From an optimization exercise on the open Yosys and OpenROAD flow, aimed at small area; shortcuts taken in it are not production practice.
In this exercise RTL edits were held to simulation tests only and were not proved equivalent to the original.
The flow treats the clock pin as an ideal source. Dropping or thinning the clock tree relies on that and would not hold on a real chip.
Power is estimated from default activity; no workload was simulated.

## run a
Design cpusim_core, start of the top module:
module cpusim_core (
    input  wire        clk,
    input  wire        rst,         
    output wire [15:0] mem_addr,
    output wire        mem_re,
    output wire        mem_we,
    output wire [15:0] mem_wdata,
    input  wire [15:0] mem_rdata
);
==> module cpusim_core, before the edit <==
module cpusim_core (
    input  wire        clk,
    input  wire        rst,         
    output wire [15:0] mem_addr,
    output wire        mem_re,
    output wire        mem_we,
    output wire [15:0] mem_wdata,
    input  wire [15:0] mem_rdata
);
    reg  [4:0]  cnt;
    reg         clr;      
    reg  [31:0] a;        
    reg  [15:0] r1, r2, r3, r4, r6, r7;
    reg         c;        
    reg         z;        
    reg         ldf;      
    wire       h1   = cnt[4];
    wire [3:0] b    = cnt[3:0];
    wire       b15  = (b == 4'd15);
    wire [2:0] op   = r1[2:0];
    wire [2:0] t    = r1[8:6];
    wire [2:0] s    = r1[5:3];      
    wire       cp   = (op == 3'b100);
    wire       alu  = (op == 3'b101);
    wire at16  = (cnt == 5'd16) & ~clr;
    wire ldcap = at16 & (op == 3'b001);
    wire [15:0] r1_d = ((cnt == 5'd0) | ldcap) ? mem_rdata : r1;
    wire r1_bit = r1_d[b];
    wire alu_o, alu_co;
    cpusim_alu u_alu (
        .x  (r2[0]),
        .y  (r3[0]),
        .ci (c),
        .zx (r1_d[11]),
        .nx (r1_d[10]),
        .zy (r1_d[9]),
        .ny (r1_d[8]),
        .f  (r1_d[7]),
        .no (r1_d[6]),
        .out(alu_o),
        .co (alu_co)
    );
    wire alu_en = ~h1 & (r1_d[2:0] == 3'b101);
    wire taken  = (r1[13] == z) & (r1[12] == alu_o);
    wire r0_inc = a[16] ^ c;
    reg src;
    always @(*) begin
        case (s)
            3'd0: src = r0_inc;
            3'd1: src = r1_bit;
            3'd2: src = r2[0];
            3'd3: src = r3[0];
            3'd4: src = r4[0];
            3'd5: src = a[0];
            3'd6: src = r6[0];
            default: src = r7[0];
        endcase
    end
    wire act  = h1 & ~clr & ~ldf;       
    wire cpw  = act & cp;
    wire wr0  = act & ((cp & (t == 3'd0)) | (alu & z));
    wire wr2  = cpw & (t == 3'd2);
    wire wr3  = cpw & (t == 3'd3);
    wire wr4  = cpw & (t == 3'd4);
    wire wr5  = cpw & (t == 3'd5);
    wire wr6  = cpw & (t == 3'd6);
    wire wr7  = cpw & (t == 3'd7);
    wire ld6  = h1 & (ldf | ldcap);
    wire win  = act & (b >= 4'd3) & (b <= 4'd10);
    wire sett = win & (op == 3'b011);   
    wire setl = win & (op == 3'b010);   
    assign mem_addr  = a[15:0];
    assign mem_wdata = r7;
    assign mem_we    = at16 & (op == 3'b000);
    assign mem_re    = ~mem_we;    
    always @(posedge clk) begin
        cnt <= rst ? 5'd0 : {cnt[4] ^ (&cnt[3:0]), cnt[3] ^ (&cnt[2:0]),
                             cnt[2] ^ (&cnt[1:0]), cnt[1] ^ cnt[0], ~cnt[0]};
        clr <= rst | (clr & (cnt != 5'd31));
        ldf <= ldcap | (ldf & ~b15);
        if (h1) c <= b15 ? 1'b0 : (a[16] & c);
        else    c <= b15 ? ~clr : alu_co;
        if (h1) z <= z | b15;
        else    z <= b15 ? taken : (z & ~alu_o);
        r1 <= r1_d;
        a[14:0]  <= a[15:1];
        a[15]    <= h1 ? (wr0 ? src : r0_inc) : a[16];
        a[30:16] <= a[31:17];
        a[31]    <= clr ? 1'b0 : (wr5 ? src : a[0]);
        r2 <= {clr ? 1'b0 : (wr2 ? src : r2[0]), r2[15:1]};
        r3 <= {clr ? 1'b0 : (wr3 ? src : r3[0]), r3[15:1]};
        r4 <= {clr ? 1'b0 : (alu_en ? alu_o : (wr4 ? src : r4[0])), r4[15:1]};
        r6 <= {clr ? 1'b0 : (ld6 ? r1_bit : (wr6 ? src : r6[0])), r6[15:1]};
        r7[15]   <= clr ? 1'b0 : (wr7 ? src : r7[0]);
        r7[14:13] <= r7[15:14];
        r7[12]   <= sett ? r1_bit : r7[13];
        r7[11:5] <= r7[12:6];
        r7[4]    <= setl ? r1_bit : r7[5];
        r7[3:0]  <= r7[4:1];
    end
endmodule
clock: 10.0 ns
lec_check: 0
abc_area: 1
cap_margin: 20
core_margin: 2
core_utilization: 80
place_density: 0.85
slew_margin: 20
standard.sh (not shown) runs the stock make flow with config.mk's settings and CLKGATE_MAP_FILE= SYNTH_SCRIPT=/design/flow/synth_recipe.tcl, a recipe that flattens the netlist after the stock synthesis.
==> flow/flow/run.sh <==
#!/bin/bash
# Own layout flow: the standard flow (standard.sh) with
#  - synthesis as standard (same registers, same names), except that adders
#    are left to ABC (no fa/ha cells) and ABC maps for area with amap; the
#    synthesis is run once per flow/abc_*.script and the smallest result
#    (Yosys's chip area) is kept (synth_choice.log)
#  - one buf_1 on every input and output port
#  - a hand-built clock tree (flow/clock_tree.tcl, run as the PRE_CTS hook):
#    clkbuf leaves, each driving a cluster of flip-flops, the smallest tree
#    whose estimated clock-pin slew is at most 105 ps
# Each step's full output stays in orfs/logs; make's output goes to *.log here.
set -euo pipefail
here=$(pwd)
best=""
best_area=""
: > synth_choice.log
for s in "$here"/flow/abc_*.script; do
  name=$(basename "$s" .script)
  rm -rf "$here/orfs" "$here/scripts_area"
  cp -r "$FLOW_HOME/scripts" "$here/scripts_area"
  cp "$s" "$here/scripts_area/abc_area.script"
  SCRIPTS_DIR="$here/scripts_area" bash standard.sh ADDER_MAP_FILE= synth > "synth_$name.log" 2>&1
  area=$(sed -n "s/.*Chip area for module.*: *\([0-9.]*\).*/\1/p" "$here/orfs/reports/sky130hd/cpusim_core/base/synth_stat.txt" | head -1)
  echo "$name $area" >> synth_choice.log
  if [[ -z "$best" ]] || awk -v a="$area" -v b="$best_area" 'BEGIN { exit !(a < b) }'; then
    best="$name"
    best_area="$area"
    rm -rf "$here/orfs_best"
    mv "$here/orfs" "$here/orfs_best"
  fi
done
rm -rf "$here/orfs" "$here/scripts_area"
mv "$here/orfs_best" "$here/orfs"
echo "kept $best $best_area" >> synth_choice.log
export BUFFER_PORTS_ARGS="-buffer_cell sky130_fd_sc_hd__buf_1"
export PRE_CTS_TCL="$here/flow/clock_tree.tcl"
bash standard.sh finish > layout.log 2>&1
Other scripts of this flow, unchanged in this note and not shown: flow/flow/abc_am5.script, flow/flow/abc_p.script, flow/flow/abc_s14.script, flow/flow/abc_s15.script, flow/flow/abc_s3.script, flow/flow/abc_t2.script, flow/flow/clock_tree.tcl
Setup changes, run a to run b
--- a/flow/design.v
+++ b/flow/design.v
@@ -38,13 +38,13 @@
     wire       b15  = (b == 4'd15);
     wire [2:0] op   = r1[2:0];
     wire [2:0] t    = r1[8:6];
     wire [2:0] s    = r1[5:3];      
     wire       cp   = (op == 3'b100);
     wire       alu  = (op == 3'b101);
-    wire at16  = (cnt == 5'd16) & ~clr;
+    wire at16  = (cnt == 5'd16);
     wire ldcap = at16 & (op == 3'b001);
     wire [15:0] r1_d = ((cnt == 5'd0) | ldcap) ? mem_rdata : r1;
     wire r1_bit = r1_d[b];
     wire alu_o, alu_co;
     cpusim_alu u_alu (
         .x  (r2[0]),
@@ -57,13 +57,13 @@
         .f  (r1_d[7]),
         .no (r1_d[6]),
         .out(alu_o),
         .co (alu_co)
     );
     wire alu_en = ~h1 & (r1_d[2:0] == 3'b101);
-    wire taken  = (r1[13] == z) & (r1[12] == alu_o);
+    wire taken  = alu & (r1[13] == z) & (r1[12] == alu_o);
     wire r0_inc = a[16] ^ c;
     reg src;
     always @(*) begin
         case (s)
             3'd0: src = r0_inc;
             3'd1: src = r1_bit;
@@ -74,26 +74,26 @@
             3'd6: src = r6[0];
             default: src = r7[0];
         endcase
     end
     wire act  = h1 & ~clr & ~ldf;       
     wire cpw  = act & cp;
-    wire wr0  = act & ((cp & (t == 3'd0)) | (alu & z));
+    wire wr0  = act & ((cp & (t == 3'd0)) | z);    
     wire wr2  = cpw & (t == 3'd2);
     wire wr3  = cpw & (t == 3'd3);
     wire wr4  = cpw & (t == 3'd4);
     wire wr5  = cpw & (t == 3'd5);
     wire wr6  = cpw & (t == 3'd6);
     wire wr7  = cpw & (t == 3'd7);
-    wire ld6  = h1 & (ldf | ldcap);
+    wire ld6  = ldf | ldcap;           
     wire win  = act & (b >= 4'd3) & (b <= 4'd10);
     wire sett = win & (op == 3'b011);   
     wire setl = win & (op == 3'b010);   
     assign mem_addr  = a[15:0];
     assign mem_wdata = r7;
-    assign mem_we    = at16 & (op == 3'b000);
+    assign mem_we    = at16 & ~clr & (op == 3'b000);
     assign mem_re    = ~mem_we;    
     always @(posedge clk) begin
         cnt <= rst ? 5'd0 : {cnt[4] ^ (&cnt[3:0]), cnt[3] ^ (&cnt[2:0]),
                              cnt[2] ^ (&cnt[1:0]), cnt[1] ^ cnt[0], ~cnt[0]};
         clr <= rst | (clr & (cnt != 5'd31));
         ldf <= ldcap | (ldf & ~b15);
==> run notes <==
Run b against run a: number of cells on the critical path went down 5, share of total power in the clock network went down 0.6 points. In the metrics for run a and run b, the one carrying the higher utilization is run b. Between run a and run b, the cell count went down. Comparing run a and run b, the lower clock power was measured on run b. The post-detailed-placement cell area of run b and that of run a are within noise of each other. Run b vs run a, first-iteration DRC count went up by 26%. Between run b and run a, it is run b whose slack of the worst reg-to-reg path is higher, by 0.67 ns. ~same count of instances resized after the clock tree is built in run a and run b.
No run of this note takes its clock network from TritonCTS; it comes from the design's own scripts or RTL.

==> separate check: timing with driven ports <==
The flow's constraints put no driver on any port. The routed layouts listed below were extracted and timed again, unchanged, in two steps. Step 1, drivers: a clkbuf_16 drives clk and a buf_2 each remaining input, both assumed. Step 2 times the ports against the registers' clock, not the clock port: input delays grow and output delays shrink by t, the midpoint of the rising clock arrivals with the driver on. a / b / c = no drivers / after step 1 / after step 2; a / b = the first two.
run	t, ns	slack for setup (ns)	hold slack, ns	cell pins on the clock port's net
run a	0.423	4.864 / 4.864 / 4.765	0.324 / 0.324 / 0.324	1
run b	0.415	5.469 / 5.468 / 5.053	0.330 / 0.330 / 0.330	1
After both steps setup and hold are still met in every run listed. For run b, which loses most, drivers alone change the setup slack by -0.001 ns; drivers and shift together by -0.416 ns.
